Context: an optimization exercise on an open-source flow, tuned for small area and a short achievable clock period. The choices shown serve that exercise and are no tape-out recipe. Where RTL was checked, it was by simulation tests only, not by an equivalence proof against the original. Only the layout flow was run in runs 4 and 5; the RTL was not checked for function there. Power figures rest on the tool's default switching activity, not on a simulated workload.

==> standard.sh <==
#!/bin/bash
# synth_recipe.tcl (not shown) runs the flow's synth.tcl, then flattens the netlist and writes it again
# the make line also repeats each setting of config.mk as NAME=value (left out here)
make -C /OpenROAD-flow-scripts/flow DESIGN_CONFIG=/design/flow/config.mk WORK_HOME=/design/flow/orfs CLKGATE_MAP_FILE= SYNTH_SCRIPT=/design/flow/synth_recipe.tcl "${@:-finish}"
==> flow/run.sh <==
#!/bin/bash
# Standard ORFS layout, with plain buffers on the ports, smaller clock
# buffers and no CTS dummy loads, and timing repair aimed below the period.
set -euo pipefail
bash standard.sh \
  "BUFFER_PORTS_ARGS=-buffer_cell sky130_fd_sc_hd__buf_1" \
  "CTS_ARGS=-sink_clustering_enable -repair_clock_nets -dont_use_dummy_load -buf_list {sky130_fd_sc_hd__clkbuf_8 sky130_fd_sc_hd__clkbuf_16} -sink_clustering_size 20 -sink_clustering_max_diameter 80" \
  "SETUP_SLACK_MARGIN=18.65" SKIP_REPAIR_TIE_FANOUT=1 \
  finish > make.log 2>&1
==> constraint.sdc <==
create_clock -name core_clock -period 25.0 [get_ports {clk}]
set_input_delay 5.0000 -clock core_clock [delete_from_list [all_inputs] [get_ports {clk}]]
set_output_delay 5.0000 -clock core_clock [all_outputs]
set_load 0.01 [all_outputs]
==> design.v <==
module eac32_inspect (
    input  wire         clk,
    input  wire         rst,
    input  wire         in_valid,
    input  wire [127:0] in_data,
    input  wire [4:0]   in_nbytes,
    input  wire         in_last,
    output reg          rpt_valid,
    output wire [31:0]  rpt_magic,
    output wire [31:0]  rpt_sum,
    output wire [31:0]  rpt_err,
    output wire [31:0]  rpt_explen,
    output wire [31:0]  rpt_lenf,
    output wire [31:0]  rpt_lenb,
    output wire [31:0]  rpt_flags
);
    reg [127:0] d;           
    reg [4:0]   d_nb;
    reg         d_last;
    reg         d_v;         
    reg [31:0]  q;           
    reg         f1, f2;      
    reg         d_short;     
    wire [2:0]  in_nw = in_nbytes[4:2];
    wire        q_clr;
    wire        q_en  = (in_valid & f1) | q_clr;
    wire        q_keep = (in_nw == 3'd0);
    wire [3:0]  q_pick = {4{~q_clr & ~q_keep}} &
                         {in_nbytes[3:2] == 2'd3, in_nbytes[3:2] == 2'd2,
                          in_nbytes[3:2] == 2'd1, in_nbytes[3:2] == 2'd0};
    wire [31:0] q_sel = (d[127:96] & {32{q_pick[1]}}) | (d[95:64] & {32{q_pick[2]}}) |
                        (d[63:32]  & {32{q_pick[3]}}) | (d[31:0]  & {32{q_pick[0]}}) |
                        (q & {32{~q_clr & q_keep}});
    always @(posedge clk) begin
        d_nb   <= in_nbytes;
        d_last <= in_last;
        d_short <= ~f2 & ~(f1 & (in_nw != 3'd0));
        d_v    <= in_valid & ~rst;
        if (in_valid)
            d <= in_data;
        if (rst) begin
            f1 <= 1'b0;
            f2 <= 1'b0;
        end else if (in_valid) begin
            f1 <= ~in_last;
            f2 <= ~in_last & f1;
        end
        if (q_en)
            q <= q_sel;
    end
    reg [31:0] acc;
    reg [29:0] lenb;
    reg [31:0] magic;
    reg        fresh;        
    wire [2:0] d_nw = d_nb[4:2];
    wire [31:0] m0 = d[127:96] & {32{d_v & (d_nw != 3'd0)}};
    wire [31:0] m1 = d[95:64]  & {32{d_v & (d_nw[2] | d_nw[1])}};
    wire [31:0] m2 = d[63:32]  & {32{d_v & (d_nw[2] | (d_nw[1] & d_nw[0]))}};
    wire [31:0] m3 = d[31:0]   & {32{d_v & d_nw[2]}};
    wire [31:0] a0 = acc & {32{~fresh}};
    function [63:0] csa;
        input [31:0] x, y, z;
        reg   [31:0] s, c, h;
        begin
            h = x ^ y;
            s = h ^ z;
            c = (x & y) | (z & h);
            csa = {c[30:0], c[31], s};
        end
    endfunction
    wire [63:0] l1 = csa(m0, m1, m2);
    wire [63:0] l2 = csa(l1[31:0], l1[63:32], m3);
    wire [63:0] l3 = csa(l2[31:0], l2[63:32], a0);
    reg  [31:0] acc_n;
    reg  [31:0] pg, pp, ng, np, cin;
    integer     lv, b;
    always @(*) begin
        pg = l3[31:0] & l3[63:32];
        pp = l3[31:0] ^ l3[63:32];
        for (lv = 0; lv < 5; lv = lv + 1) begin
            ng = pg;
            np = pp;
            for (b = 0; b < 32; b = b + 1)
                if ((b >> lv) & 1) begin
                    ng[b] = pg[b] | (pp[b] & pg[((b >> lv) << lv) - 1]);
                    np[b] = pp[b] & pp[((b >> lv) << lv) - 1];
                end
            pg = ng;
            pp = np;
        end
        cin = {pg[30:0] | (pp[30:0] & {31{pg[31]}}), pg[31]};
        acc_n = l3[31:0] ^ l3[63:32] ^ cin;
    end
    wire        ld_last = d_v & d_last;
    wire [25:0] lhi     = lenb[29:4] & {26{~fresh}};
    reg  [25:0] lcy;
    integer     lb;
    always @(*) begin
        lcy[0] = d_v & (~d_last | d_nb[4]);
        for (lb = 1; lb < 26; lb = lb + 1)
            lcy[lb] = lcy[lb-1] & lhi[lb-1];
    end
    wire [25:0] lhi_n   = lhi ^ lcy;
    wire [29:0] lenb_n  = {lhi_n, ld_last ? d_nb[3:0] : 4'd0};
    wire        ld_magic = d_v & fresh;
    reg         small_r, large_r;    
    wire        small_n = ld_magic ? (m0[31:16] == 16'h1111) : small_r;
    wire        large_n = ld_magic ? (m0[31:16] == 16'h1114) : large_r;
    wire        mok_n   = small_n | large_n;
    wire        sok_n   = (small_n & (lenb_n == 30'h0004_0000)) |
                          (large_n & (lenb_n == 30'h0008_0000));
    wire        mp_n    = (lenb_n[29:2] != 28'd0);
    wire        kb_n    = (lenb_n[9:0] == 10'd0);
    wire        dw_n    = (lenb_n[1:0] == 2'd0);
    wire        a256_n  = (lenb_n[17:0] == 18'd0);
    wire        lp_n    = ~d_short;
    wire        lok_n   = lp_n & (q == {2'b00, lenb_n});
    wire        ck_n    = (&(l3[31:0] ^ l3[63:32])) | (&(l3[31:0] & l3[63:32]));
    assign q_clr = ld_last & d_short;
    reg [19:0] flags;
    always @(posedge clk) begin
        acc  <= acc_n;
        lenb <= lenb_n;
        if (ld_magic) begin
            magic   <= m0;
            small_r <= small_n;
            large_r <= large_n;
        end
        flags <= {3'd0, mok_n & ~sok_n, 6'd0,
                  ck_n, lok_n, lp_n, a256_n, kb_n, dw_n, sok_n, 1'b0, mok_n, mp_n};
        if (rst) begin
            fresh     <= 1'b1;
            rpt_valid <= 1'b0;
        end else begin
            if (d_v)
                fresh <= d_last;
            rpt_valid <= ld_last;
        end
    end
    assign rpt_magic  = magic;
    assign rpt_sum    = acc;
    assign rpt_err    = ~acc;
    assign rpt_explen = {12'd0, large_r, small_r, 18'd0};
    assign rpt_lenf   = q;
    assign rpt_lenb   = {2'b00, lenb};
    assign rpt_flags  = {12'd0, ~flags[8], ~flags[6], flags[16], ~flags[1], flags[15:3], large_r, flags[1:0]};
endmodule
==> config.mk <==
export PLATFORM = sky130hd
export DESIGN_NAME = eac32_inspect
export DESIGN_NICKNAME = eac32_inspect
export VERILOG_FILES = /design/flow/design.v
export SDC_FILE = /design/flow/constraint.sdc
export NUM_CORES = 4
export LEC_CHECK = 0
export ABC_CLOCK_PERIOD_IN_PS = 6000
export CAP_MARGIN = 20
export CORE_MARGIN = 2
export CORE_UTILIZATION = 60
export PLACE_DENSITY = 0.85
export SLEW_MARGIN = 20
==> results.cfg, run 1 <==
[status]
status = timing/DRC/antenna clean

[drt]
wl_met2_mm = 20.5
wl_met3_mm = 4.81
wl_per_cell_um = 25.1
top_layer = met4
first_iter_violations = 1313
drc = 0
wl_met1_mm = 16.9
postRouteAntennaNets = 0
dr_total_vias = 10700
routed_wl_mm = 44.4
firstDrtPassIters = 5
routed_via_density = 6.07

[pwr]
finalPower_mw = 1.08
leakagePower_nw = 6.78
powerDensity_nw_per_um2 = 65.6
ir_drop_mv = 0.0537

[critical_path]
critPathRequiredTime_ns = 20.00
path_buf_inv = 1
start_kind = flop
crit_family = flip-flops
cp_slowest_cell = edfxtp_1
slowest_delay_ns = 0.52
endpoint_kind = output port
crit_path_max_fanout = 3
crit_arrival_ns = 1.25
crit_chain = buf_1
worstSetupPathType = reg2out

[hold_path]
min_path_type = reg2reg

[sta]
fin_tns_setup_ns = 0
slew_headroom_pct = 49.9
rsz0062_at_grt = yes
hold_slack_ns = 0.493
worst_slew_pin_slew_ns = 0.751
hold_viol_final = 0
min_period_over_period_pct = 25.0
fmax_ghz = 0.160
setup_violations = 0
fin_crit_ns = 6.25
clock_skew_ns = 0.0820
drv_slew = 0

[synthesis]
syn_area_per_cell_um2 = 12.4
postSynthCellCount = 1196
synth_adder_area_share_pct = 17.9
yosysUniqueCellTypes = 65
synth_top_family_by_area = adder cells
synth-simple-area-share_pct = 13.1
synth_warnings = 1
synth.most_common_cell = edfxtp_1
synthMuxAreaShare_pct = 2.37
synth_compound_area_share_pct = 7.24
synth-edff-count = 194
synth_seq_cells = 278
synth-async-reset-ratio_pct = 0
yosys-top-cells-count = 194 x edfxtp_1, 97 x fa_1, 96 x and2_1, 84 x dfxtp_1, 71 x nor2_1
synthTopCellsByArea = edfxtp_1 39%, fa_1 13%, dfxtp_1 11%
synthDominantCellAreaShare_pct = 39.2
synth_seq_area_share_pct = 50.5
yosysTopAreaCell = edfxtp_1
synthXorXnorAreaFrac_pct = 3.48
synth_area_um2 = 14900
ys.flop_type = edfxtp_1

[global_route]
grt_pass1_wl_mm = 63.9
grt_pass1_vias = 10400
grt_max_degree = 74
antenna_found_initial = 1
grt_usage_pct = 33.8
grt-ovfl-total = 0

[clock_network]
cts_buffer_depth = 3
cts_tree = done
cts-buffers-inserted = 18
cts_max_level = 1
cts.clk_slew.worst_paths_ns = 0.08
ctsHoldBuffers = 0
cts-root-buf = clkbuf_16
insertion_delay_ns = 0.54
clock_sinks = 278

[floorplan]
die_h_um = 161
rows = 57
core-area_um2 = 24300
die_x_um = 161
start_util_pct = 61.1
io_pins = 362
die-area_um2 = 26000

[place]
dp_hpwl_mm = 33.8
port_buffers = 311
place_congestion = 0.955
placed_cell_area_um2 = 16000

[final_layout]
drive_above_1_share_pct = 4.56
multi_input_area_um2 = 6590
nets = 1739
regArea_um2 = 7510
area_growth_pct = 11.4
fill_cells = 1770
stdcell_area_um2 = 16500

[run]
cap_violations = 0
## repair_timing
action	CTS	global route
pin swaps	0	3
gates resized for setup	5	10
setup buffers	0	2
setup endpoints to repair	126	26
cloned	0	2
## power breakdown
part | total [mW] | switching [mW] | leakage, nW | internal, mW
clock | 0.272 | 0.144 | 0.222 | 0.128
combinational | 0.243 | 0.156 | 3.98 | 0.0875
sequential | 0.569 | 0.0287 | 2.59 | 0.541
total | 1.08 | 0.329 | 6.78 | 0.756
## registers in the layout, indices dropped and copies added (netlist names), 5 cells and up
name and flops:
rpt_flags 10, q 32, acc 32, lenb 30, magic 32, d_nb 5, d 128
## worst paths after layout
path / start / endpoint / slack (ns) / depth (start not counted)
min: f2$_SDFFE_PP0P_ / d_short$_DFF_P_ / 0.49 / 1
max: q[23]$_DFFE_PP_ / rpt_lenf[23] / 18.75 / 1
max reg2reg: lenb[4]$_DFF_P_ / rpt_flags[8]$_DFF_P_ / 18.88 / 30
min reg2reg: f2$_SDFFE_PP0P_ / d_short$_DFF_P_ / 0.49 / 1
## layout by cell type (no fill, tap or decap), types with 5 or more instances in the layout
cell       instances
ha_1              54
buf_1            309
nor4_1            12
clkbuf_16         20
a21oi_1           25
buf_4             14
nand4_1           18
and2_1            96
nand2_1           62
and3_1            31
o21ai_0           46
nand3_1            5
edfxtp_1         194
inv_1             59
nor2_1            68
a221o_1           32
nor3_1             9
mux2i_1           34
dfxtp_1           83
fa_1              97
a211oi_1           5
xor2_1            39
nor2b_1           29
xnor2_1           20
## metal layers
metal	global-route usage [%]	vias up
met5	0	-
met4	14.2	0
met3	6.93	125
met2	53.2	772
met1	46.1	5200
li1	-	4647
## cells by family after synthesis
kind of cell / after synthesis
buffers and inverters: 157
flip-flops: 278
AND/OR/NAND/NOR: 361
other: 1
adder cells (fa/ha/maj): 154
multiplexers: 35
XOR/XNOR: 59
AO/OA/AOI/OAI: 151
## layout make-up
cell class | count | share of cell area [%]
sequential | 278 | 45.4
multi-input combinational | 761 | 39.8
timing repair buffer | 329 | 8.24
clock buffer | 18 | 2.72
tap | 324 | 2.45
inverter | 60 | 1.36
antenna | 1 | 0.0151
## metrics by stage
stage | util [%] | cells | setup WS (ns)
after global routing | 68.0 | 1770 | 18.55
after detailed placement | 65.7 | 1748 | 17.91
after floorplan | - | 1196 | 18.49
final | 68.0 | 1771 | 18.75
after CTS | 67.6 | 1766 | 18.65
after global placement | 65.7 | 1748 | 18.04
==> run 2: changes to the inputs <==
--- a/flow/run.sh
+++ b/flow/run.sh
@@ -5,5 +5,5 @@
 bash standard.sh \
   "BUFFER_PORTS_ARGS=-buffer_cell sky130_fd_sc_hd__buf_1" \
   "CTS_ARGS=-sink_clustering_enable -repair_clock_nets -dont_use_dummy_load -buf_list {sky130_fd_sc_hd__clkbuf_8 sky130_fd_sc_hd__clkbuf_16} -sink_clustering_size 20 -sink_clustering_max_diameter 80" \
-  "SETUP_SLACK_MARGIN=18.65" SKIP_REPAIR_TIE_FANOUT=1 \
+  "SETUP_SLACK_MARGIN=18.72" SKIP_REPAIR_TIE_FANOUT=1 \
   finish > make.log 2>&1
--- a/config.mk
+++ b/config.mk
@@ -9,5 +9,5 @@
 export CAP_MARGIN = 20
 export CORE_MARGIN = 2
 export CORE_UTILIZATION = 60
-export PLACE_DENSITY = 0.85
+export PLACE_DENSITY = 0.7
 export SLEW_MARGIN = 20
==> run 2 against run 1 <==
Against the previous run: still clean on timing, DRC and antenna; combinational power about the same; clock skew down 0.026 ns; register-to-register slack improved by 0.13 ns; synthesized area unchanged; routed wire length is 3.4% lower; sequential cell count did not move; synthesized cell count stayed put; die area did not move; sequential share of layout area rose by 0.18 points; critical path type is now in2reg; highest routed layer unchanged.
==> results.cfg, run 2 <==
[critical_path]
worstSetupPathType = in2reg
endpoint_kind = flop
crit_path_max_fanout = 55
start_kind = input pin
crit_arrival_ns = 6.35
critPathRequiredTime_ns = 25.13

[drt]
postRouteAntennaNets = 0
wl_per_cell_um = 24.3
dr_total_vias = 10500
routed_wl_mm = 42.9
drc = 0
firstDrtPassIters = 5
first_iter_violations = 1066
routed_via_density = 5.95

[synthesis]
ys.flop_type = edfxtp_1
synthTopCellsByArea = edfxtp_1 39%, fa_1 13%, dfxtp_1 11%
synth_seq_area_share_pct = 50.5
synth_area_um2 = 14900
synth.most_common_cell = edfxtp_1
synth_warnings = 1
synth-async-reset-ratio_pct = 0
synth_seq_cells = 278
yosysTopAreaCell = edfxtp_1
yosys-top-cells-count = 194 x edfxtp_1, 97 x fa_1, 96 x and2_1, 84 x dfxtp_1, 71 x nor2_1
synthDominantCellAreaShare_pct = 39.2
yosysUniqueCellTypes = 65
synth-edff-count = 194
syn_area_per_cell_um2 = 12.4
postSynthCellCount = 1196

[floorplan]
io_pins = 362
rows = 57
die_h_um = 161
core-area_um2 = 24300
die_x_um = 161
die-area_um2 = 26000
start_util_pct = 61.1

[final_layout]
regMostFlops = d
drive_above_1_share_pct = 4.44
final_common_cell = buf_1
final_cell_mix = 309 x buf_1, 194 x edfxtp_1, 97 x fa_1
fill_cells = 1929
area_growth_pct = 11.0
nets = 1735
layout.cells.non_filler = 1767
largest_reg_flops = 128

[sta]
drv_slew = 0
min_period_over_period_pct = 24.9
rsz0062_at_grt = no
fmax_ghz = 0.161
slew_headroom_pct = 39.4
worst_slew_pin_slew_ns = 0.907
clock_skew_ns = 0.0562
fin_crit_ns = 6.22
fin_tns_setup_ns = 0
setup_violations = 0
hold_viol_final = 0

[hold_path]
min_path_type = reg2reg

[clock_network]
cts-root-buf = clkbuf_16
cts.clk_slew.worst_paths_ns = 0.08
clock_sinks = 278
cts_buffer_depth = 3
cts_tree = done
cts_max_level = 1
cts-buffers-inserted = 18
insertion_delay_ns = 0.52

[global_route]
grt_max_degree = 79
grt-ovfl-total = 0
grt_pass1_wl_mm = 62.8
antenna_found_initial = 1
grt_usage_pct = 32.9
grt_pass1_vias = 10300

[place]
place_congestion = 0.909
dp_hpwl_mm = 32.8
port_buffers = 311
dp.cells = 1743

[pwr]
combPwrFrac_pct = 22.2
clockPowerShare_pct = 25.5
p_sw_uw = 330
finalPower_mw = 1.08
powerDensity_nw_per_um2 = 65.8
power.internal_uw = 755
ir_drop_mv = 0.0567
p_sw_share_pct = 30.4
power_frac_seq_pct = 52.3
leakagePower_nw = 6.75

[run]
cap_violations = 0

[status]
status = timing/DRC/antenna clean
## run 2: power by group through the flow
stage	clock [mW]	combinational, mW	sequential [mW]
after global routing	0.293	0.264	0.572
after CTS	0.280	0.238	0.567
final	0.276	0.241	0.568
after detailed placement	0	0.237	0.578
after floorplan	0	0.139	0.581
after global placement	0	0.233	0.578
## run 2: stage by stage
step | hold WS [ns] | util (%) | instance area (um2) | worst slack (ns)
final | 0.419 | 67.8 | 16500 | 18.78
after global routing | 0.443 | 67.8 | 16500 | 18.71
after CTS | 0.397 | 67.5 | 16400 | 18.72
after detailed placement | 0.382 | 65.6 | 15900 | 17.83
after global placement | 0.377 | 65.6 | 15900 | 17.88
after floorplan | 0.366 | - | 14900 | 18.73
## run 2: routing by layer
| metal | track usage, % | up-vias | wire, um |
|---|---|---|---|
| li1 | - | 4631 | - |
| met1 | 47.9 | 5134 | 17700 |
| met2 | 52.5 | 684 | 19900 |
| met3 | 4.93 | 70 | 4070 |
| met4 | 8.69 | 0 | 1190 |
| met5 | 0 | - | 0 |
## run 2: repair_timing
item                       4_1_cts  5_1_grt
gates resized for setup          3        7
setup buffers                    0        5
hold buffers                     0        0
pin swaps                        0        1
setup endpoints to repair       98       14
## run 2: logic make-up (layout without fill, tap and decap cells)
kind of cell             after synthesis  in the layout  synth area share [%]
flip-flops                           278            278                  50.5
adder cells (fa/ha/maj)              154            154                  17.9
AND/OR/NAND/NOR                      361            361                  13.1
AO/OA/AOI/OAI                        151            151                  7.24
other                                  1              2                0.0252
XOR/XNOR                              59             59                  3.48
buffers and inverters                157            403                  5.38
multiplexers                          35             35                  2.37
## run 2: cell type report
| class | instances | area, um2 | share of cell area, % |
|---|---|---|---|
| tap | 324 | 405 | 2.46 |
| multi-input combinational | 761 | 6600 | 40.0 |
| timing repair buffer | 325 | 1290 | 7.81 |
| antenna | 1 | 2.50 | 0.0152 |
| inverter | 60 | 225 | 1.37 |
| sequential | 278 | 7510 | 45.6 |
| clock buffer | 18 | 450 | 2.73 |
## run 2: critical path, cell delays in order
cell and delay (ns):
clkbuf_8 0.37, nand2_1 0.16, nand2_2 0.34, buf_4 0.42
## run 2: path summary, 6_finish.rpt
path / startpoint / endpoint / slack (ns) / depth (start not counted)
hold reg to reg: d_short$_DFF_P_ / rpt_flags[7]$_DFF_P_ / 0.42 / 1
setup reg to reg: lenb[4]$_DFF_P_ / rpt_flags[17]$_DFF_P_ / 19.01 / 32
hold / removal: d_short$_DFF_P_ / rpt_flags[7]$_DFF_P_ / 0.42 / 1
setup / recovery: in_valid / q[0]$_DFFE_PP_ / 18.78 / 4
==> run 3: changes to the inputs <==
==> flow/run.sh (replaced) <==
#!/bin/bash
# Standard ORFS layout, with plain buffers on the ports, smaller clock
# buffers and no CTS dummy loads, and timing repair aimed below the period.
set -euo pipefail
bash standard.sh \
  "BUFFER_PORTS_ARGS=-buffer_cell sky130_fd_sc_hd__buf_1" \
  "CTS_ARGS=-sink_clustering_enable -repair_clock_nets -dont_use_dummy_load -buf_list {sky130_fd_sc_hd__clkbuf_16} -sink_clustering_size 25 -sink_clustering_max_diameter 120" \
  "SETUP_SLACK_MARGIN=18.65" SKIP_REPAIR_TIE_FANOUT=1 \
  finish > make.log 2>&1
==> run 3 against run 2 <==
Against the previous run: critical path depth increased by 2; synthesized cell count unchanged; setup slack got worse by 0.081 ns; via count about the same; sequential power about the same; worst hold slack improved by 0.022 ns; routed wire length increased by 0.39%; combinational power about the same; design area decreased by 0.51%; utilization decreased by 0.34 points; critical endpoint is now q[4]$_DFFE_PP_.
==> results.cfg, run 3 <==
[status]
status = timing/DRC/antenna clean

[sta]
setup_violations = 0
fin_crit_ns = 6.30
clock_skew_ns = 0.0706
slew_headroom_pct = 38.2
hold_viol_final = 0
drv_slew = 0
worst_slew_pin_slew_ns = 0.925
rsz0062_at_grt = no
fmax_ghz = 0.159
min_period_over_period_pct = 25.2
setup_slack_ns = 18.70
fin_tns_setup_ns = 0
hold_slack_ns = 0.441

[place]
placed_cell_area_um2 = 16000
dp_hpwl_mm = 32.8
dp.cells = 1744
port_buffers = 311
place_ws_ns = 17.97
place_congestion = 0.912

[critical_path]
crit_family = buffers and inverters
crit_arrival_ns = 6.54
worstSetupPathType = in2reg
critPathRequiredTime_ns = 25.24
endpoint_kind = flop
crit_path_max_fanout = 20
crit_cells = 6
cp_slowest_cell = nand2_1
crit_chain = buf_1, nor2_1, nand2_1, buf_4, o21ai_0, a221o_1
ff2ff_path_depth = 29
start_kind = input pin
slowest_delay_ns = 0.44
path_buf_inv = 2

[clock_network]
insertion_delay_ns = 0.50
cts.clk_slew.worst_paths_ns = 0.10
cts_tree = done
cts-root-buf = clkbuf_16
cts_max_level = 1
cts_buffer_depth = 3
cts-buffers-inserted = 15
clock_sinks = 278

[floorplan]
core-area_um2 = 24300
io_pins = 362
die-area_um2 = 26000
rows = 57
die_x_um = 161
die_h_um = 161
start_util_pct = 61.1

[synthesis]
synth-edff-count = 194
synthTopCellsByArea = edfxtp_1 39%, fa_1 13%, dfxtp_1 11%
synth_area_um2 = 14900
synth_seq_cells = 278
synth_seq_area_share_pct = 50.5
yosysUniqueCellTypes = 65
yosys-top-cells-count = 194 x edfxtp_1, 97 x fa_1, 96 x and2_1, 84 x dfxtp_1, 71 x nor2_1
synth_warnings = 1
synthDominantCellAreaShare_pct = 39.2
ys.flop_type = edfxtp_1
syn_area_per_cell_um2 = 12.4
synth-async-reset-ratio_pct = 0
postSynthCellCount = 1196
synth.most_common_cell = edfxtp_1
yosysTopAreaCell = edfxtp_1

[final_layout]
nets = 1730
diodes = 0
drive_above_1_share_pct = 4.04
area_growth_pct = 10.4
regMostFlops = d
stdcell_area_um2 = 16400
final_common_cell = buf_1
utilization_pct = 67.4
largest_reg_flops = 128
final_cell_mix = 309 x buf_1, 194 x edfxtp_1, 97 x fa_1
layout.cells.non_filler = 1761
fill_cells = 1869

[pwr]
power.internal_uw = 734
leakagePower_nw = 6.71
p_sw_share_pct = 30.4
clockPowerShare_pct = 23.5
combPwrFrac_pct = 22.6
powerDensity_nw_per_um2 = 64.4
p_sw_uw = 321
finalPower_mw = 1.06
power_frac_seq_pct = 53.9
ir_drop_mv = 0.0644

[drt]
drc = 0
first_iter_violations = 1080
dr_total_vias = 10500
routed_via_density = 5.98
firstDrtPassIters = 5
routed_wl_mm = 43.1
postRouteAntennaNets = 0
wl_per_cell_um = 24.5

[hold_path]
holdPathStages = 1
min_path_type = reg2reg

[global_route]
grt_pass1_wl_mm = 62.9
antenna_found_initial = 0
grt-ovfl-total = 0
grt_pass1_vias = 10200
grt_max_degree = 69
grt_usage_pct = 32.7

[run]
cap_violations = 0
run 3: cell count changes in the layout (fill, tap and decap cells not counted), sizes merged:
cell | before | now
clkbuf | 20 | 17
buf | 323 | 321
diode | 1 | 0
run 3: kinds of logic (layout without fill, tap and decap cells):
group | after synthesis | count (layout) | share of synthesized area [%]
AOI/OAI and AO/OA | 151 | 151 | 7.24
xor gates and xnor gates | 59 | 59 | 3.48
adders and majority gates | 154 | 154 | 17.9
buffers and inverters | 157 | 398 | 5.38
DFF | 278 | 278 | 50.5
muxes | 35 | 35 | 2.37
other | 1 | 1 | 0.0252
and+or+nand+nor | 361 | 361 | 13.1
run 3: final timing paths:
path	from	to	slack (ns)
min reg2reg	f2$_SDFFE_PP0P_	d_short$_DFF_P_	0.44
min	f2$_SDFFE_PP0P_	d_short$_DFF_P_	0.44
max	in_nbytes[3]	q[4]$_DFFE_PP_	18.70
max reg2reg	lenb[4]$_DFF_P_	rpt_flags[8]$_DFF_P_	18.96
run 3: what timing repair did:
action	CTS	global route
hold buffers	0	0
setup buffers	0	2
endpoints found under the setup margin	63	4
pin swaps	0	1
resized for setup	2	8
run 3: cell type report:
class                   instances  area [um2]  area share [%]
well taps                     324         405            2.47
repair buffers                323        1270            7.75
flip-flops and latches        278        7510            45.8
inverters                      60         225            1.37
clock buffers                  15         375            2.29
multi-input cells             761        6610            40.3
run 3: power groups by stage:
stage               clock [mW]  combinational (mW)  sequential [mW]
global route             0.265               0.261            0.572
detailed placement           0               0.236            0.578
global placement             0               0.232            0.578
floorplan                    0               0.139            0.581
finish                   0.249               0.238            0.569
CTS                      0.252               0.237            0.568
run 3: metal layers:
layer  vias to the layer above  routed length (um)  global-route usage, %
met5                         -                   0                      0
met4                         0                 860                   6.09
met3                        58                4330                   4.78
met2                       676               20100                   52.9
met1                      5156               17800                   48.3
li1                       4634                   -                      -
==> run 4: changes to the inputs <==
==> design.v (replaced) <==
module eac32_inspect (
    input  wire         clk,
    input  wire         rst,
    input  wire         in_valid,
    input  wire [127:0] in_data,
    input  wire [4:0]   in_nbytes,
    input  wire         in_last,
    output reg          rpt_valid,
    output wire [31:0]  rpt_magic,
    output wire [31:0]  rpt_sum,
    output wire [31:0]  rpt_err,
    output wire [31:0]  rpt_explen,
    output wire [31:0]  rpt_lenf,
    output wire [31:0]  rpt_lenb,
    output wire [31:0]  rpt_flags
);
    reg [127:0] d;           
    reg [4:0]   d_nb;
    reg         d_last;
    reg         d_v;         
    reg [31:0]  q;           
    reg         f1, f2;      
    wire [2:0]  in_nw = in_nbytes[4:2];
    always @(posedge clk) begin
        d_nb   <= in_nbytes;
        d_last <= in_last;
        d_v    <= in_valid & ~rst;
        if (in_valid)
            d <= in_data;
        if (rst) begin
            f1 <= 1'b0;
            f2 <= 1'b0;
        end else if (in_valid) begin
            f1 <= ~in_last;
            f2 <= ~in_last & f1;
        end
        if (in_valid & f1) begin
            if (!in_last || in_nw[2])
                q <= d[31:0];
            else if (in_nw == 3'd3)
                q <= d[63:32];
            else if (in_nw == 3'd2)
                q <= d[95:64];
            else if (in_nw == 3'd1)
                q <= d[127:96];
        end
    end
    reg [31:0] acc;
    reg [29:0] lenb;
    reg [31:0] magic;
    reg        fresh;        
    wire [2:0] d_nw = d_nb[4:2];
    wire [31:0] m0 = d[127:96] & {32{d_v & (d_nw != 3'd0)}};
    wire [31:0] m1 = d[95:64]  & {32{d_v & (d_nw[2] | d_nw[1])}};
    wire [31:0] m2 = d[63:32]  & {32{d_v & (d_nw[2] | (d_nw[1] & d_nw[0]))}};
    wire [31:0] m3 = d[31:0]   & {32{d_v & d_nw[2]}};
    wire [31:0] a0 = acc & {32{~fresh}};
    function [63:0] csa;
        input [31:0] x, y, z;
        reg   [31:0] s, c;
        begin
            s = x ^ y ^ z;
            c = (x & y) | (x & z) | (y & z);
            csa = {c[30:0], c[31], s};
        end
    endfunction
    wire [63:0] l1 = csa(m0, m1, m2);
    wire [63:0] l2 = csa(l1[31:0], l1[63:32], m3);
    wire [63:0] l3 = csa(l2[31:0], l2[63:32], a0);
    wire [32:0] t      = {1'b0, l3[31:0]} + {1'b0, l3[63:32]};
    wire [31:0] acc_n  = t[31:0] + {31'd0, t[32]};
    wire        ld_last = d_v & d_last;
    wire [25:0] lhi     = lenb[29:4] & {26{~fresh}};
    wire [25:0] lhi_n   = lhi + {25'd0, d_v & (~d_last | d_nb[4])};
    wire [29:0] lenb_n  = {lhi_n, ld_last ? d_nb[3:0] : 4'd0};
    wire        ld_magic = d_v & fresh;
    wire [31:0] magic_n  = ld_magic ? m0 : magic;
    wire        small_n = (magic_n[31:16] == 16'h1111);
    wire        large_n = (magic_n[31:16] == 16'h1114);
    wire        mok_n   = small_n | large_n;
    wire        sok_n   = (small_n & (lenb_n == 30'h0004_0000)) |
                          (large_n & (lenb_n == 30'h0008_0000));
    wire        mp_n    = (lenb_n[29:2] != 28'd0);
    wire        dw_n    = (lenb_n[1:0] == 2'd0);
    wire        kb_n    = (lenb_n[9:0] == 10'd0);
    wire        a256_n  = (lenb_n[17:0] == 18'd0);
    wire        lp_n    = (lenb_n[29:2] >= 28'd5);
    wire        lok_n   = lp_n & (q == {2'b00, lenb_n});
    wire        ck_n    = (acc_n == 32'hFFFF_FFFF);
    reg [19:0] flags;
    reg        small_r;
    always @(posedge clk) begin
        acc  <= acc_n;
        lenb <= lenb_n;
        if (ld_magic)
            magic <= m0;
        small_r <= small_n;
        flags <= {~lok_n, ~a256_n, mok_n & ~sok_n, ~mok_n,
                  6'd0,
                  ck_n, lok_n, lp_n, a256_n, kb_n, dw_n, sok_n, large_n, mok_n, mp_n};
        if (rst) begin
            fresh     <= 1'b1;
            rpt_valid <= 1'b0;
        end else begin
            if (d_v)
                fresh <= d_last;
            rpt_valid <= ld_last;
        end
    end
    assign rpt_magic  = magic;
    assign rpt_sum    = acc;
    assign rpt_err    = ~acc;
    assign rpt_explen = {12'd0, flags[2], small_r, 18'd0};
    assign rpt_lenf   = q & {32{flags[7]}};
    assign rpt_lenb   = {2'b00, lenb};
    assign rpt_flags  = {12'd0, flags};
endmodule
==> run.sh (new file) <==
#!/bin/bash
# synth_recipe.tcl (not shown) runs the flow's synth.tcl, then flattens the netlist and writes it again
# the make line also repeats each setting of config.mk as NAME=value (left out here)
make -C /OpenROAD-flow-scripts/flow DESIGN_CONFIG=/design/flow/config.mk WORK_HOME=/design/flow/orfs CLKGATE_MAP_FILE= SYNTH_SCRIPT=/design/flow/synth_recipe.tcl finish
==> config.mk (replaced) <==
export PLATFORM = sky130hd
export DESIGN_NAME = eac32_inspect
export DESIGN_NICKNAME = eac32_inspect
export VERILOG_FILES = /design/flow/design.v
export SDC_FILE = /design/flow/constraint.sdc
export NUM_CORES = 4
export LEC_CHECK = 0
export CAP_MARGIN = 20
export CORE_MARGIN = 2
export CORE_UTILIZATION = 40
export PLACE_DENSITY = 0.6
export SLEW_MARGIN = 20
removed: flow/run.sh
removed: standard.sh
==> run 4 against run 3 <==
Against the previous run: count of clock-buffer cells in the layout up 28; synthesized cell count rose by 30%; critical path depth grew 28; sequential power up 0.7%; global-route usage shrank 7.4 points; non-clock buffer count grew 1; via count up 23%; setup slack got worse by 2.8 ns; design area rose by 28%; first-iteration DRC count down 8.7%; critical endpoint is now flags[9]$_DFF_P_.
==> results.cfg, run 4 <==
[status]
status = timing/DRC/antenna clean

[final_layout]
diodes = 0
nets = 2111
final_cell_mix = 310 x clkdlybuf4s50_1, 176 x edfxtp_1, 133 x and2_1
regMostFlops = d
fill_cells = 3762
final_common_cell = clkdlybuf4s50_1
stdcell_area_um2 = 21000
largest_reg_flops = 128
drive_above_1_share_pct = 6.00
area_growth_pct = 27.3

[clock_network]
cts_buffer_depth = 3
cts_setup_buffers = 0
cts.clk_slew.worst_paths_ns = 0.06
insertion_delay_ns = 0.54
cts_tree = done
cts-root-buf = clkbuf_16
ctsHoldBuffers = 0
cts_resized = 0
cts_max_level = 2
clock_sinks = 279
cts-buffers-inserted = 34

[sta]
setup_violations = 0
worst_slew_pin_slew_ns = 0.915
fmax_ghz = 0.110
rsz0062_at_grt = no
fin_crit_ns = 9.11
hold_viol_final = 0
clock_skew_ns = 0.00927
slew_headroom_pct = 38.9
drv_slew = 0
min_period_over_period_pct = 36.5
fin_tns_setup_ns = 0

[drt]
dr_total_vias = 13000
routed_wl_mm = 54.5
postRouteAntennaNets = 0
first_iter_violations = 986
routed_via_density = 5.40
wl_per_cell_um = 22.7
drc = 0
firstDrtPassIters = 7

[synthesis]
yosys-top-cells-count = 176 x edfxtp_1, 133 x and2_1, 129 x nand2_1, 103 x dfxtp_1, 97 x fa_1
synth-async-reset-ratio_pct = 0
synth_seq_area_share_pct = 44.5
synth_seq_cells = 279
postSynthCellCount = 1551
yosysTopAreaCell = edfxtp_1
ys.flop_type = edfxtp_1
synthDominantCellAreaShare_pct = 32.0
synth.most_common_cell = edfxtp_1
synthTopCellsByArea = edfxtp_1 32%, dfxtp_1 12%, fa_1 12%
synth_area_um2 = 16500
synth_warnings = 1
synth-edff-count = 176
yosysUniqueCellTypes = 89
syn_area_per_cell_um2 = 10.6

[place]
placed_cell_area_um2 = 19900
port_buffers = 311
place_congestion = 0.922
dp_hpwl_mm = 42.7

[critical_path]
crit_arrival_ns = 9.57
start_kind = flop
path_buf_inv = 3
slowest_delay_ns = 0.57
crit_path_max_fanout = 40
worstSetupPathType = reg2reg
endpoint_kind = flop
crit_top_cell = fa_1
critPathRequiredTime_ns = 25.45
cp_slowest_cell = a21o_2
crit_family = simple AND/OR/NAND/NOR gates

[floorplan]
io_pins = 362
die_h_um = 207
rows = 74
die-area_um2 = 42900
core-area_um2 = 40800
die_x_um = 207
start_util_pct = 40.4

[global_route]
grt-ovfl-total = 0
grt_max_degree = 66
grt_pass1_wl_mm = 82.5
antenna_found_initial = 0
grt_pass1_vias = 13000
grt_usage_pct = 25.4

[pwr]
leakagePower_nw = 8.31
powerDensity_nw_per_um2 = 70.9
ir_drop_mv = 0.0585

[run]
cap_violations = 0

[hold_path]
min_path_type = reg2reg
## run 4: cell count changes in the layout (fill, tap and decap cells not counted), sizes merged, moves of 31 or more
cell | previous run | this run
o21ai | 49 | 102
buf | 321 | 14
mux2i | 34 | 2
nand3 | 5 | 44
clkdlybuf4s50 | 0 | 310
nand2 | 63 | 129
conb | 1 | 50
o22ai | 1 | 32
and2 | 99 | 134
## run 4: kinds of logic (layout without fill, tap and decap cells)
logic type	Yosys count	after routing	synth area share, %
AOI/OAI and AO/OA	258	258	10.2
xor gates and xnor gates	94	94	5.20
adders and majority gates	133	133	14.5
buffers and inverters	188	455	5.54
DFF	279	279	44.5
muxes	14	14	0.939
other	1	50	0.0227
and+or+nand+nor	584	584	19.1
## run 4: routing by layer
layer,up-vias,global-route usage [%],part of all wire [%]
met5,-,0,0
met4,0,7.78,2.7
met3,83,4.34,8.0
met2,605,39.7,46
met1,6317,36.0,44
li1,5959,-,-
## run 4: worst paths after layout
path                     start                 to  slack (ns)  cells past startpoint
min reg2reg  magic[24]$_DFF_P_  magic[24]$_DFF_P_        0.49                      2
max                d_v$_DFF_P_   flags[9]$_DFF_P_       15.89                     34
max reg2reg        d_v$_DFF_P_   flags[9]$_DFF_P_       15.89                     34
min          magic[24]$_DFF_P_  magic[24]$_DFF_P_        0.49                      2
## run 4: worst reg2reg max path: cells and delay by family (launching register included)
kind,cells,cell delay [ns]
flops,1,0.30
fa+ha+maj,7,2.53
xor+xnor,1,0.15
buf+inv,3,0.85
simple gates,13,3.05
compound gates,10,2.16
## run 4: cell type report
type / count / area, um2 / area share, %
clock buffers: 43 / 926 / 4.41
clock inverters: 19 / 168 / 0.798
inverters: 69 / 259 / 1.23
multi-input cells: 1133 / 8440 / 40.2
flip-flops and latches: 279 / 7350 / 35.0
well taps: 532 / 666 / 3.17
repair buffers: 324 / 3210 / 15.3
## run 4: through the flow
stage          hold slack [ns]  instances  setup WS, ns  power [mW]  util [%]
3_5_place_dp             0.480       2337         15.62        1.01      48.8
6_report                 0.486       2399         15.89        1.49      51.5
4_1_cts                  0.491       2399         15.50        1.50      51.5
5_1_grt                  0.525       2399         15.11        1.56      51.5
2_1_floorplan            0.470       1600         17.42       0.809         -
3_3_place_gp             0.470       2337         15.80        1.01      48.8
## run 4: power breakdown
part           internal [mW]  leakage [nW]  switching [mW]  total (mW)
Sequential             0.539          2.55          0.0333       0.573
Combinational          0.193          5.23           0.239       0.432
Clock                  0.285         0.530           0.200       0.485
Total                   1.02          8.31           0.473        1.49
==> run 5: changes to the inputs <==
==> flow/run.sh (new file) <==
#!/bin/bash
# Standard ORFS layout, with plain buffers on the ports, no CTS dummy loads
# and timing repair aimed well below the clock period.
set -euo pipefail
bash standard.sh \
  "BUFFER_PORTS_ARGS=-buffer_cell sky130_fd_sc_hd__buf_2" \
  "CTS_ARGS=-sink_clustering_enable -repair_clock_nets -dont_use_dummy_load" \
  "SETUP_SLACK_MARGIN=${MARGIN:-18.5}" \
  finish > make.log 2>&1
==> standard.sh (new file) <==
#!/bin/bash
# synth_recipe.tcl (not shown) runs the flow's synth.tcl, then flattens the netlist and writes it again
# the make line also repeats each setting of config.mk as NAME=value (left out here)
make -C /OpenROAD-flow-scripts/flow DESIGN_CONFIG=/design/flow/config.mk WORK_HOME=/design/flow/orfs CLKGATE_MAP_FILE= SYNTH_SCRIPT=/design/flow/synth_recipe.tcl "${@:-finish}"
--- a/config.mk
+++ b/config.mk
@@ -5,8 +5,9 @@
 export SDC_FILE = /design/flow/constraint.sdc
 export NUM_CORES = 4
 export LEC_CHECK = 0
+export ABC_CLOCK_PERIOD_IN_PS = 6000
 export CAP_MARGIN = 20
 export CORE_MARGIN = 2
-export CORE_UTILIZATION = 40
-export PLACE_DENSITY = 0.6
+export CORE_UTILIZATION = 60
+export PLACE_DENSITY = 0.7
 export SLEW_MARGIN = 20
removed: run.sh
==> run 5 against run 4 <==
Against the previous run: sequential power is essentially flat; final cell count shrank 6.0%; via count grew 6.0%; die area shrank 33%; clock skew grew 0.025 ns; largest cell class unchanged; design area shrank 3.7%; critical path depth shrank 1; still clean; largest power group unchanged; clock power shrank 25%; sequential cell count is the same; highest routed layer unchanged.
==> results.cfg, run 5 <==
[final_layout]
drive_above_1_share_pct = 30.6
fill_cells = 1893
area_growth_pct = 22.6
nets = 2183
regMostFlops = d
final_cell_mix = 311 x buf_2, 176 x edfxtp_1, 124 x nand2_1
largest_reg_flops = 128
multi_input_area_um2 = 9190
regArea_um2 = 7360
final_common_cell = buf_2

[critical_path]
cp_slowest_cell = fa_1
start_kind = flop
crit_path_max_fanout = 8
r2r_setup_slack_ns = 17.79
crit_arrival_ns = 7.63
crit_end = flags[9]$_DFF_P_
slowest_delay_ns = 0.57
reg2reg_to = flags[9]$_DFF_P_
critPathRequiredTime_ns = 25.43
cp-startpoint = d_nb[4]$_DFF_P_
ff2ff_path_depth = 33
worstSetupPathType = reg2reg
r2r-start = d_nb[4]$_DFF_P_
endpoint_kind = flop

[status]
status = timing/DRC/antenna clean

[sta]
fin_tns_setup_ns = 0
hold_viol_final = 0
clock_skew_ns = 0.0344
drv_slew = 0
hold_slack_ns = 0.484
fin_crit_ns = 7.21
rsz0062_at_grt = yes
setup_violations = 0
min_period_over_period_pct = 28.8
slew_headroom_pct = 34.1
worst_slew_pin_slew_ns = 0.982
fmax_ghz = 0.139

[clock_network]
cts-buffers-inserted = 29
insertion_delay_ns = 0.56
cts-root-buf = clkbuf_16
clock_sinks = 279
cts.clk_slew.worst_paths_ns = 0.06
cts_buffer_depth = 3
cts_tree = done
cts_max_level = 1
ctsHoldBuffers = 0

[synthesis]
syn_area_per_cell_um2 = 10.6
yosysUniqueCellTypes = 89
synth_compound_area_share_pct = 10.2
synth_adder_area_share_pct = 14.5
synthXorXnorAreaFrac_pct = 5.20
synth.most_common_cell = edfxtp_1
synth_area_um2 = 16500
yosys-top-cells-count = 176 x edfxtp_1, 133 x and2_1, 129 x nand2_1, 103 x dfxtp_1, 97 x fa_1
synthMuxAreaShare_pct = 0.939
synth_top_family_by_area = simple AND/OR/NAND/NOR gates
synth_seq_area_share_pct = 44.5
ys.flop_type = edfxtp_1
synth_seq_cells = 279
synth_warnings = 1
yosysTopAreaCell = edfxtp_1
synthDominantCellAreaShare_pct = 32.0
synth-edff-count = 176
synthTopCellsByArea = edfxtp_1 32%, dfxtp_1 12%, fa_1 12%
postSynthCellCount = 1551
synth-async-reset-ratio_pct = 0
synth-simple-area-share_pct = 19.1

[drt]
firstDrtPassIters = 8
wl_per_cell_um = 23.3
routed_via_density = 6.09
first_iter_violations = 1486
routed_wl_mm = 52.6
dr_total_vias = 13700
drc = 0
postRouteAntennaNets = 0

[global_route]
grt_pass1_wl_mm = 78.5
grt_max_degree = 80
grt-ovfl-total = 0
grt_usage_pct = 36.1
grt_pass1_vias = 13300
antenna_found_initial = 1

[floorplan]
die_x_um = 170
start_util_pct = 61.1
die-area_um2 = 28900
rows = 60
io_pins = 362
core-area_um2 = 27000
die_h_um = 170

[pwr]
ir_drop_mv = 0.0643
powerDensity_nw_per_um2 = 68.3
leakagePower_nw = 8.78

[place]
port_buffers = 311
dp_hpwl_mm = 38.3
place_congestion = 0.962

[hold_path]
min_path_type = reg2reg

[run]
cap_violations = 0
## run 5: cell families (layout without fill, tap and decap cells)
family | count (synthesis) | count (layout)
AND/OR/NAND/NOR | 584 | 584
XOR/XNOR | 94 | 94
flip-flops | 279 | 279
adder cells (fa/ha/maj) | 133 | 133
buffers and inverters | 188 | 495
multiplexers | 14 | 14
AO/OA/AOI/OAI | 258 | 262
other | 1 | 53
## run 5: final cells by class
class / instances / area share, %
flip-flops and latches: 279 / 36.4
clock buffers: 29 / 3.59
inverters: 69 / 1.28
diodes: 3 / 0.0371
multi-input cells: 1137 / 45.4
repair buffers: 397 / 11.2
well taps: 341 / 2.11
## run 5: worst max-delay path, delay by kind of cell, from the launching register on
kind / cells / cell delay, ns
flip-flops: 1 / 0.36
AND/OR/NAND/NOR: 13 / 2.23
XOR/XNOR: 1 / 0.17
buffers and inverters: 4 / 0.70
AO/OA/AOI/OAI: 10 / 1.59
adder cells (fa/ha/maj): 5 / 2.03
## run 5: timing repair
item	4_1_cts	5_1_grt
resized for setup	104	31
gates cloned	5	1
pin swaps	82	43
buffers inserted	53	22
endpoints found under the setup margin	97	19
hold endpoints to repair	0	0
## run 5: per-layer routing
layer	part of all wire [%]	track usage [%]
met4	3.4	10.7
met5	0	0
met3	11	6.70
met2	46	56.8
met1	40	51.6
## run 5: how the worst min path moves through the flow
| stage | from | endpoint | slack [ns] | cells after the start |
|---|---|---|---|---|
| 6_report | magic[24]$_DFF_P_ | magic[24]$_DFF_P_ | 0.48 | 2 |
| 5_1_grt | magic[26]$_DFF_P_ | magic[26]$_DFF_P_ | 0.54 | 2 |
| 4_1_cts | magic[24]$_DFF_P_ | magic[24]$_DFF_P_ | 0.49 | 2 |
| 3_5_place_dp | magic[24]$_DFF_P_ | magic[24]$_DFF_P_ | 0.47 | 2 |
| 3_3_place_gp | magic[27]$_DFF_P_ | magic[27]$_DFF_P_ | 0.47 | 2 |
| 2_1_floorplan | f1$_SDFFE_PP0P_ | f1$_SDFFE_PP0P_ | 0.47 | 2 |
## run 5: power breakdown
part | internal, mW | switching, mW | total, mW
clock network | 0.201 | 0.164 | 0.365
registers | 0.539 | 0.0305 | 0.570
logic | 0.185 | 0.261 | 0.446
## run 5: stage by stage
stage	std cells	area [um2]	total power, mW	util, %	worst slack (ns)
after global routing	2252	20200	1.44	74.9	17.54
after global placement	2142	18200	0.941	67.5	16.39
final	2255	20200	1.38	74.9	17.79
after CTS	2229	19900	1.36	73.8	17.94
after floorplan	1600	16900	0.818	-	17.99
after detailed placement	2142	18200	0.945	67.5	16.04

## port drivers added, routing unchanged
No port has a modelled driver above. Below, the same layouts with a new extraction and two added sets of constraints.
Step 1 assumes that a clkbuf_16 drives the clock port and a buf_2 every other input.
Step 2 times the ports against the registers' clock, not the clock port: input delays grow and output delays shrink by t, the midpoint of the rising clock arrivals with the driver on.
Three values: no drivers, after step 1, after step 2; two values: the first two.
run	t (ns)	setup WS [ns]	worst setup path after step 2	worst slew at a driven data input, ns
run 1	0.548	18.747 / 18.694 / 18.238	input to register	0.08
run 2	0.544	18.780 / 18.732 / 18.255	input to register	0.09
run 3	0.513	18.699 / 18.714 / 18.208	input to register	0.09
run 4	0.596	15.887 / 15.887 / 15.887	register to register	0.10
run 5	0.593	17.792 / 17.792 / 17.792	register to register	0.07
After both steps setup and hold are still met in every run listed. For run 2, which loses most, drivers alone change the setup slack by -0.048 ns; drivers and shift together by -0.525 ns.
